Context: an optimization exercise on an open-source flow, tuned for small area, a short achievable clock period and few clock cycles per item. The choices shown serve that exercise and are no tape-out recipe.
Function was checked by simulation only, so behaviour that the tests miss may differ from the original.
Power and IR drop assume default switching activity.

===== flow/design.v =====
module m3p_rle (
    input  wire        clk,
    input  wire        rst,         
    input  wire        start,       
    input  wire [1:0]  op,          
    input  wire [15:0] width,       
    input  wire [15:0] src_len,     
    output reg  [1:0]  status,      
    output reg  [1:0]  errcode,     
    output reg  [15:0] dst_len,
    output reg         src_re,
    output reg  [15:0] src_addr,
    input  wire [7:0]  src_rdata,
    output reg         dst_we,
    output reg  [15:0] dst_waddr,
    output reg  [7:0]  dst_wdata,
    output reg         dst_re,
    output reg  [15:0] dst_raddr,
    input  wire [7:0]  dst_rdata
);
    localparam ST_IDLE = 2'd0, ST_BUSY = 2'd1, ST_DONE = 2'd2, ST_ERROR = 2'd3;
    localparam OP_PREDICT = 2'd0, OP_UNPREDICT = 2'd1, OP_ENCODE = 2'd2, OP_DECODE = 2'd3;
    localparam ERR_NONE = 2'd0, ERR_INVARG = 2'd1, ERR_MALFORMED = 2'd2;
    localparam S_IDLE    = 5'd0,
               S_F_X     = 5'd1,    
               S_F_W     = 5'd2,    
               S_F_N     = 5'd3,    
               S_F_NW    = 5'd4,    
               S_F_NWC   = 5'd5,    
               S_F_WR    = 5'd23,   
               S_EZ_RD   = 5'd6,    
               S_EZ_CHK  = 5'd7,    
               S_EZ_EMIT = 5'd8,    
               S_EL_RD   = 5'd9,    
               S_EL_CHK  = 5'd10,   
               S_EL_CHK2 = 5'd11,   
               S_EL_EMIT = 5'd12,   
               S_EL_CRD  = 5'd13,   
               S_EL_CWR  = 5'd14,   
               S_DZ_RD   = 5'd15,   
               S_DZ_GET  = 5'd16,   
               S_DZ_FILL = 5'd17,   
               S_DL_RD   = 5'd18,   
               S_DL_GET  = 5'd19,   
               S_DL_CHK  = 5'd20,   
               S_DL_CRD  = 5'd21,   
               S_DL_CWR  = 5'd22;   
    reg [4:0]  state;
    reg [1:0]  cmd_op;
    reg [15:0] pos;
    reg [7:0]  k;
    reg [7:0]  x_q, w_q, n_q, nw_q;
    reg        ctx_ok;              
    wire is_predict = (cmd_op == OP_PREDICT);
    wire [16:0] pos17     = {1'b0, pos};
    wire [16:0] width17   = {1'b0, width};
    wire        w_ok      = (pos != 16'd0);
    wire        n_ok      = (pos17 >= width17);
    wire        nw_ok     = (pos17 >= width17 + 17'd1);
    wire [15:0] w_addr    = pos - 16'd1;
    wire [15:0] n_addr    = pos - width;
    wire [15:0] nw_addr   = pos - width - 16'd1;
    wire [7:0]  ctx_raw   = is_predict ? src_rdata : dst_rdata;
    wire [7:0]  ctx_byte  = ctx_ok ? ctx_raw : 8'd0;
    function [7:0] pred;
        input [7:0] w, n, nw;
        reg signed [10:0] lin;
        reg [7:0] lo, hi;
        begin
            lin = $signed({3'b000, n}) + $signed({3'b000, w}) - $signed({3'b000, nw});
            lo  = (w < n) ? w : n;
            if (nw < lo) lo = nw;
            hi  = (w > n) ? w : n;
            if (nw > hi) hi = nw;
            if (lin < $signed({3'b000, lo}))
                pred = lo;
            else if (lin > $signed({3'b000, hi}))
                pred = hi;
            else
                pred = lin[7:0];
        end
    endfunction
    wire [7:0] p_val    = pred(w_q, n_q, nw_q);
    wire [7:0] filt_out = is_predict ? (x_q - p_val) : (x_q + p_val);
    wire [16:0] len17     = {1'b0, src_len};
    wire [16:0] pos_k     = pos17 + {9'd0, k};
    wire [16:0] pos_k1    = pos_k + 17'd1;
    wire        pk_in     = (pos_k < len17);       
    wire        pk1_in    = (pos_k1 < len17);      
    always @(*) begin
        src_re    = 1'b0;
        src_addr  = pos;
        dst_re    = 1'b0;
        dst_raddr = w_addr;
        dst_we    = 1'b0;
        dst_waddr = dst_len;
        dst_wdata = 8'd0;
        case (state)
            S_F_X: begin
                src_re   = (pos != src_len);
                src_addr = pos;
            end
            S_F_W: begin
                src_re    = is_predict && w_ok;
                src_addr  = w_addr;
                dst_re    = !is_predict && w_ok;
                dst_raddr = w_addr;
            end
            S_F_N: begin
                src_re    = is_predict && n_ok;
                src_addr  = n_addr;
                dst_re    = !is_predict && n_ok;
                dst_raddr = n_addr;
            end
            S_F_NW: begin
                src_re    = is_predict && nw_ok;
                src_addr  = nw_addr;
                dst_re    = !is_predict && nw_ok;
                dst_raddr = nw_addr;
            end
            S_F_WR: begin
                dst_we    = 1'b1;
                dst_waddr = pos;
                dst_wdata = filt_out;
            end
            S_EZ_RD, S_EL_RD: begin
                src_re   = pk_in && !(state == S_EZ_RD && k == 8'd255);
                src_addr = pos_k[15:0];
            end
            S_EL_CHK: begin
                src_re   = pk1_in;
                src_addr = pos_k1[15:0];
            end
            S_EZ_EMIT, S_EL_EMIT: begin
                dst_we    = 1'b1;
                dst_wdata = k;
            end
            S_EL_CRD, S_DL_CRD: begin
                src_re   = (k != 8'd0);
                src_addr = pos;
            end
            S_EL_CWR, S_DL_CWR: begin
                dst_we    = 1'b1;
                dst_wdata = src_rdata;
            end
            S_DZ_RD: begin
                src_re   = (pos17 < len17);
                src_addr = pos;
            end
            S_DL_RD: begin
                src_re   = 1'b1;
                src_addr = pos;
            end
            S_DZ_FILL: begin
                dst_we    = (k != 8'd0);
                dst_wdata = 8'd0;
            end
            default: ;
        endcase
    end
    always @(posedge clk) begin
        if (rst) begin
            state   <= S_IDLE;
            status  <= ST_IDLE;
            errcode <= ERR_NONE;
            dst_len <= 16'd0;
            cmd_op  <= OP_PREDICT;
            pos     <= 16'd0;
            k       <= 8'd0;
            x_q     <= 8'd0;
            w_q     <= 8'd0;
            n_q     <= 8'd0;
            nw_q    <= 8'd0;
            ctx_ok  <= 1'b0;
        end else begin
            case (state)
                S_IDLE: begin
                    if (start) begin
                        cmd_op  <= op;
                        errcode <= ERR_NONE;
                        dst_len <= 16'd0;
                        pos     <= 16'd0;
                        k       <= 8'd0;
                        if ((op == OP_PREDICT || op == OP_UNPREDICT) && width == 16'd0) begin
                            status  <= ST_ERROR;
                            errcode <= ERR_INVARG;
                        end else begin
                            status <= ST_BUSY;
                            case (op)
                                OP_PREDICT, OP_UNPREDICT: state <= S_F_X;
                                OP_ENCODE:                state <= S_EZ_RD;
                                default:                  state <= S_DZ_RD;
                            endcase
                        end
                    end
                end
                S_F_X: begin
                    if (pos == src_len) begin
                        status <= ST_DONE;
                        state  <= S_IDLE;
                    end else begin
                        state <= S_F_W;
                    end
                end
                S_F_W: begin
                    x_q    <= src_rdata;
                    ctx_ok <= w_ok;
                    state  <= S_F_N;
                end
                S_F_N: begin
                    w_q    <= ctx_byte;
                    ctx_ok <= n_ok;
                    state  <= S_F_NW;
                end
                S_F_NW: begin
                    n_q    <= ctx_byte;
                    ctx_ok <= nw_ok;
                    state  <= S_F_NWC;
                end
                S_F_NWC: begin
                    nw_q  <= ctx_byte;
                    state <= S_F_WR;
                end
                S_F_WR: begin
                    dst_len <= dst_len + 16'd1;
                    pos     <= pos + 16'd1;
                    state   <= S_F_X;
                end
                S_EZ_RD: begin
                    if (pk_in && k != 8'd255)
                        state <= S_EZ_CHK;
                    else
                        state <= S_EZ_EMIT;
                end
                S_EZ_CHK: begin
                    if (src_rdata == 8'd0) begin
                        k     <= k + 8'd1;
                        state <= S_EZ_RD;
                    end else begin
                        state <= S_EZ_EMIT;
                    end
                end
                S_EZ_EMIT: begin
                    dst_len <= dst_len + 16'd1;
                    pos     <= pos_k[15:0];
                    k       <= 8'd0;
                    if (pos_k == len17) begin
                        status <= ST_DONE;
                        state  <= S_IDLE;
                    end else begin
                        state <= S_EL_RD;
                    end
                end
                S_EL_RD: begin
                    if (pk_in)
                        state <= S_EL_CHK;
                    else
                        state <= S_EL_EMIT;
                end
                S_EL_CHK: begin
                    if (src_rdata != 8'd0 && k != 8'd255) begin
                        k     <= k + 8'd1;
                        state <= S_EL_RD;
                    end else if (k < 8'd254) begin
                        if (pk1_in) begin
                            state <= S_EL_CHK2;
                        end else begin
                            k     <= k + 8'd1;
                            state <= S_EL_RD;
                        end
                    end else begin
                        state <= S_EL_EMIT;
                    end
                end
                S_EL_CHK2: begin
                    if (src_rdata != 8'd0) begin
                        k     <= k + 8'd1;
                        state <= S_EL_RD;
                    end else begin
                        state <= S_EL_EMIT;
                    end
                end
                S_EL_EMIT: begin
                    dst_len <= dst_len + 16'd1;
                    state   <= S_EL_CRD;
                end
                S_EL_CRD: begin
                    if (k != 8'd0) begin
                        state <= S_EL_CWR;
                    end else if (pos == src_len) begin
                        status <= ST_DONE;
                        state  <= S_IDLE;
                    end else begin
                        state <= S_EZ_RD;
                    end
                end
                S_EL_CWR: begin
                    dst_len <= dst_len + 16'd1;
                    pos     <= pos + 16'd1;
                    k       <= k - 8'd1;
                    state   <= S_EL_CRD;
                end
                S_DZ_RD: begin
                    if (pos17 < len17) begin
                        state <= S_DZ_GET;
                    end else begin
                        status  <= ST_ERROR;
                        errcode <= ERR_MALFORMED;
                        dst_len <= 16'd0;
                        state   <= S_IDLE;
                    end
                end
                S_DZ_GET: begin
                    k     <= src_rdata;
                    pos   <= pos + 16'd1;
                    state <= S_DZ_FILL;
                end
                S_DZ_FILL: begin
                    if (k != 8'd0) begin
                        dst_len <= dst_len + 16'd1;
                        k       <= k - 8'd1;
                    end else if (pos == src_len) begin
                        status <= ST_DONE;
                        state  <= S_IDLE;
                    end else begin
                        state <= S_DL_RD;
                    end
                end
                S_DL_RD: begin
                    state <= S_DL_GET;
                end
                S_DL_GET: begin
                    k     <= src_rdata;
                    pos   <= pos + 16'd1;
                    state <= S_DL_CHK;
                end
                S_DL_CHK: begin
                    if (pos_k > len17) begin
                        status  <= ST_ERROR;
                        errcode <= ERR_MALFORMED;
                        dst_len <= 16'd0;
                        state   <= S_IDLE;
                    end else begin
                        state <= S_DL_CRD;
                    end
                end
                S_DL_CRD: begin
                    if (k != 8'd0) begin
                        state <= S_DL_CWR;
                    end else if (pos == src_len) begin
                        status <= ST_DONE;
                        state  <= S_IDLE;
                    end else begin
                        state <= S_DZ_RD;
                    end
                end
                S_DL_CWR: begin
                    dst_len <= dst_len + 16'd1;
                    pos     <= pos + 16'd1;
                    k       <= k - 8'd1;
                    state   <= S_DL_CRD;
                end
                default: state <= S_IDLE;
            endcase
        end
    end
endmodule

===== flow/run.sh =====
#!/bin/bash
# synth_recipe.tcl (not shown) runs the flow's synth.tcl, then flattens the netlist and writes it again
# the make line also repeats each setting of config.mk as NAME=value (left out here)
make -C /OpenROAD-flow-scripts/flow DESIGN_CONFIG=/design/flow/config.mk WORK_HOME=/design/flow/orfs CLKGATE_MAP_FILE= SYNTH_SCRIPT=/design/flow/synth_recipe.tcl finish

===== flow/config.mk =====
export PLATFORM = sky130hd
export DESIGN_NAME = m3p_rle
export DESIGN_NICKNAME = m3p_rle
export VERILOG_FILES = /design/flow/design.v
export SDC_FILE = /design/flow/constraint.sdc
export NUM_CORES = 4
export LEC_CHECK = 0
export CAP_MARGIN = 20
export CORE_MARGIN = 2
export CORE_UTILIZATION = 40
export SLEW_MARGIN = 20

===== flow/constraint.sdc =====
create_clock -name core_clock -period 12.0 [get_ports {clk}]
set_input_delay 2.4000 -clock core_clock [delete_from_list [all_inputs] [get_ports {clk}]]
set_output_delay 2.4000 -clock core_clock [all_outputs]
set_load 0.01 [all_outputs]

==> run summary <==
## where the power goes
| group | switching (W) | total (W) | leakage (nW) | internal (W) |
|---|---|---|---|---|
| logic | 0.00131 | 0.00232 | 5.01 | 0.00101 |
| registers | 0.0000644 | 0.000379 | 0.680 | 0.000315 |
| clock network | 0.000129 | 0.000297 | 0.142 | 0.000168 |
## cell families (layout without fill, tap and decap cells)
kind of cell	after synthesis	in the layout	synth area share [%]
compound gates	501	501	26.81
xor+xnor	112	112	8.195
fa+ha+maj	162	162	17.44
buf+inv	199	305	6.226
flops	84	84	13.85
mux	32	32	2.897
simple gates	624	624	24.57
## worst max path at each step
| stage | slack [ps] | end | cells past startpoint |
|---|---|---|---|
| 5_1_grt | 7 | dst_wdata[7] | 41 |
| 4_1_cts | 310 | dst_wdata[7] | 36 |
| 2_1_floorplan | 2010 | dst_wdata[7] | 38 |
| 3_5_place_dp | 750 | dst_wdata[7] | 36 |
| 6_report | 660 | dst_wdata[7] | 40 |
| 3_3_place_gp | 930 | dst_wdata[7] | 37 |
## cell type report
| type | instances | area, um2 |
|---|---|---|
| clock inverter | 5 | 58.81 |
| timing repair buffer | 164 | 1567 |
| clock buffer | 11 | 242.7 |
| tap | 390 | 488.0 |
| fill | 3042 | 15560 |
| sequential | 84 | 1682 |
| inverter | 125 | 469.2 |
| multi-input combinational | 1431 | 9731 |
## worst max-delay path: cells and delay by family (launching register included)
| family | cells | cell delay (ps) |
|---|---|---|
| xor gates and xnor gates | 2 | 430 |
| buffers and inverters | 5 | 960 |
| DFF | 1 | 380 |
| muxes | 3 | 870 |
| and+or+nand+nor | 17 | 2870 |
| adders and majority gates | 4 | 1060 |
| AOI/OAI and AO/OA | 9 | 1990 |
## state kept, by name, summed over array words and instances (netlist names)
| name | cells |
|---|---|
| w_q | 8 |
| n_q | 8 |
| state | 5 |
| dst_len | 16 |
| status | 2 |
| nw_q | 8 |
| errcode | 2 |
| ctx_ok | 1 |
| cmd_op | 2 |
| pos | 16 |
| x_q | 8 |
| k | 8 |
## metal layers
layer / share of wire [%] / global-route usage (%) / wire length [um] / vias to the layer above
met5: 0 / 0 / 0 / -
met4: 2.7 / 7.554 / 1195 / 0
met3: 6.5 / 2.685 / 2924 / 93
met2: 47 / 47.48 / 20960 / 553
met1: 44 / 37.31 / 19630 / 6198
li1: - / - / - / 6368
## per-stage QoR
step	hold slack, ps	std cells	cell area [um2]	setup WS (ps)	util (%)
finish	462.2	2210	14240	662.0	47.78
global route	482.0	2210	14240	7.397	47.78
CTS	463.1	2207	14180	310.6	47.58
detailed placement	449.4	2191	13880	749.7	46.57
global placement	449.6	2191	13880	933.7	46.57
floorplan	440.6	1714	12140	2010	-
## cell usage in the layout (no fill, tap or decap), types with 8 or more instances in the layout
cell	synthesis	final
sky130_fd_sc_hd__a211oi_1	21	21
sky130_fd_sc_hd__a21boi_0	15	15
sky130_fd_sc_hd__a21o_1	23	23
sky130_fd_sc_hd__a21oi_1	134	134
sky130_fd_sc_hd__a221oi_1	24	24
sky130_fd_sc_hd__a22oi_1	21	21
sky130_fd_sc_hd__a31oi_1	20	20
sky130_fd_sc_hd__and2_1	13	12
sky130_fd_sc_hd__and3_1	12	12
sky130_fd_sc_hd__buf_4	0	32
sky130_fd_sc_hd__clkbuf_16	0	9
sky130_fd_sc_hd__clkdlybuf4s50_1	0	130
sky130_fd_sc_hd__dfxtp_1	84	84
sky130_fd_sc_hd__fa_1	12	12
sky130_fd_sc_hd__ha_1	150	150
sky130_fd_sc_hd__inv_1	125	125
sky130_fd_sc_hd__mux2_2	8	8
sky130_fd_sc_hd__mux2i_1	21	20
sky130_fd_sc_hd__nand2_1	207	207
sky130_fd_sc_hd__nand2b_1	22	22
sky130_fd_sc_hd__nand3_1	52	52
sky130_fd_sc_hd__nand4_1	26	26
sky130_fd_sc_hd__nor2_1	151	151
sky130_fd_sc_hd__nor2b_1	33	33
sky130_fd_sc_hd__nor3_1	35	33
sky130_fd_sc_hd__nor3b_1	9	9
sky130_fd_sc_hd__nor4_1	17	17
sky130_fd_sc_hd__o21a_1	35	35
sky130_fd_sc_hd__o21ai_0	110	109
sky130_fd_sc_hd__o21bai_1	9	9
sky130_fd_sc_hd__o221ai_1	9	9
sky130_fd_sc_hd__o22ai_1	8	8
sky130_fd_sc_hd__o31ai_1	8	8
sky130_fd_sc_hd__or2_2	10	10
sky130_fd_sc_hd__or3_1	10	10
sky130_fd_sc_hd__or4_1	8	8
sky130_fd_sc_hd__xnor2_1	79	79
sky130_fd_sc_hd__xor2_1	32	32
## what timing repair did
action                                  in CTS  in global routing
gates resized for setup                      0                  4
setup buffers                                0                  3
endpoints found under the setup margin       0                  3
hold buffers                                 0                  0
==> run summary <==
Timing:
- The total count of max-transition violations in the final report is 0.
- Derived from the worst setup path, the maximum achievable clock frequency is 88.20 MHz.
- The worst-case clock skew is 12.95 ps.
- The final count of hold timing violations is 0.
- The final-report setup violation count is 0.
- For the pin with the worst max-slew slack, the measured transition is 1044 ps.
- The final critical-path share of the clock period is 94.48%.
- Setup repair after global routing left no endpoint under its margin.
- The minimum clock period after layout is 11340 ps.
- The post-route setup TNS is 0 ps.
- In this run the tightest slew margin relative to its limit is 30.23%.

Power:
- The leakage dissipation is 5.832 nW.
- Across the VDD grid, the largest voltage drop is 0.1883 mV.
- The ratio of total power to cell area is 210.6 nW/um2.
- The total power is 0.002999 W.

Worst setup path:
- Setup slack on the worst reg-to-reg path comes out at 5710 ps.
- The type of element capturing the critical path is an output pin.
- The most numerous cell type found on the critical path is sky130_fd_sc_hd__ha_1.
- The worst reg2reg path endpoint is k[1].
- The slowest stage of the critical path is the sky130_fd_sc_hd__clkdlybuf4s50_1 cell.
- The required arrival time at the worst endpoint is 9600 ps.
- The depth of the most critical reg-to-reg path is 22.
- The sort of element at the start of the critical path is a register.
- The worst reg2reg path startpoint is pos[2].
- The launch point of the worst path is n_q[5].
- The critical path is of the register to output pin type.
- At the worst endpoint, the arrival time is 8940 ps.
- The maximum single-stage delay on the critical path is 550 ps.
- Along the worst path, the maximum fanout reaches 13.

Hold path:
- The worst hold path begins at status[0].
- The worst hold path belongs to the class register to register.
- The number of cells on the worst hold path is 2.
- The endpoint with the worst hold slack is status[0].

Synth:
- The number of nets in the synthesized netlist is 1929.
- Synthesis inferred 84 register bits.
- The main flop type after synthesis is sky130_fd_sc_hd__dfxtp_1.
- Of all flip-flops after synthesis, the portion carrying an async set or reset was 0%.
- The gate count after technology mapping is 1714.
- By area the synthesized netlist is led by sky130_fd_sc_hd__ha_1 15%, sky130_fd_sc_hd__dfxtp_1 14%, sky130_fd_sc_hd__nand2_1 6.4%.
- The most common cell in the synthesized netlist is sky130_fd_sc_hd__nand2_1.
- The part of the Yosys area used for sequential elements is 13.85%.
- For this run, the number of Yosys warnings is 1.
- By count the netlist is led by 207 x sky130_fd_sc_hd__nand2_1, 151 x sky130_fd_sc_hd__nor2_1, 150 x sky130_fd_sc_hd__ha_1, 134 x sky130_fd_sc_hd__a21oi_1, 125 x sky130_fd_sc_hd__inv_1.
- The number of different library cells used by synthesis comes to 87.
- The area share of the largest cell type after synthesis is 15.46%.
- The cell accounting for the most synthesized area is sky130_fd_sc_hd__ha_1.
- The cell area that synthesis handed to floorplanning was 12140 um2.
- The number of enable-type register cells in the synthesized netlist is 0.
- The average instance in the mapped netlist occupies 7.082 um2.

Floorplanning:
- For this configuration, the core starts out at a cell density of 40.74%.
- In this run the standard cell core region covers 29800 um2.
- The number of rows created at floorplan is 63.
- The horizontal extent of the die is 178.2 um.
- The I/O pin count is 132.
- The full die area is 31750 um2.
- The vertical die dimension is 178.2 um.

CTS:
- The longest clock path from root to sink contains 2 buffers.
- TritonCTS built the clock tree.
- The tree is rooted in a sky130_fd_sc_hd__clkbuf_16.
- The tree built by TritonCTS fans out to 84 sinks.
- Buffers inserted during clock tree synthesis total 9.
- Clock-pin slew was measured on the worst setup and hold paths at 70 ps.
- The worst-skew pair later-pin latency is 360 ps.
- The H-tree was split into 3 levels.

Placement:
- The count of input and output buffers is 131.
- Once detailed placement completed, the half-perimeter wirelength came to 35030 um.
- The global placer's final weighted congestion is 0.9226.

Outcome:
- The run finished with no timing, DRC or antenna violations.

Drt:
- The number of design rule violations left after detail routing is 0.
- The via count of the routed design is 13210.
- The detailed-routing iteration count for the pre-antenna-repair pass is 6.
- The wire length per cell after detailed routing is 20.23 um.
- After detailed routing, the number of vias per cell comes to 5.978.
- The wire length after detailed routing is 44710 um.
- Once detail routing completed, the nets flagged for antenna violations numbered 0.
- The count of routing violations after the opening detailed-route iteration is 1331.

Global route:
- The total global-route track usage is 27.81%.
- Global routing finished with a remaining overflow of 0.
- The first-pass GRT wire length is 69110 um.
- Entering global routing, the biggest net connects 68 pins.
- The number of antenna violations at the first check in global routing is 0.
- The number of global-route vias before repair came to 12390.

Finish:
- After the last flow step, the layout net total stands at 2030.
- 0 antenna diodes ended up in the layout.
- The area added between synthesis and finish is 17.30%.
- The layout cell share with drive strength beyond 1 is 5.110%.

Flow run:
- The number of violations of the max-capacitance limit is 0.
Testbench counts, summed over its fixed seeds: cycles 544,180, items 31,322.

==> re-timing with driven ports <==
The results above use ideal ports. As a check the final layout listed here was re-extracted and re-timed, cells and wires unchanged.
Step 1 assumes that a clkbuf_16 drives the clock port and a buf_2 every other input.
Step 2 moves the port delays by t, midway between the first and last clock arrival at a register: inputs arrive t later, outputs are due t later. That takes back most of the time a late clock gives input paths.
a / b / c = no drivers / after step 1 / after step 2; a / b = the first two.
t (ns): 0.398
setup WS [ns]: 0.662 / 0.615 / 1.012
hold WS [ns]: 0.462 / 0.462 / 0.462
latest minus earliest clock arrival (ns): 0.013 / 0.013
After both steps setup and hold are still met in this run. The setup slack of this run moves by -0.047 ns with the drivers and by +0.350 ns with both steps.
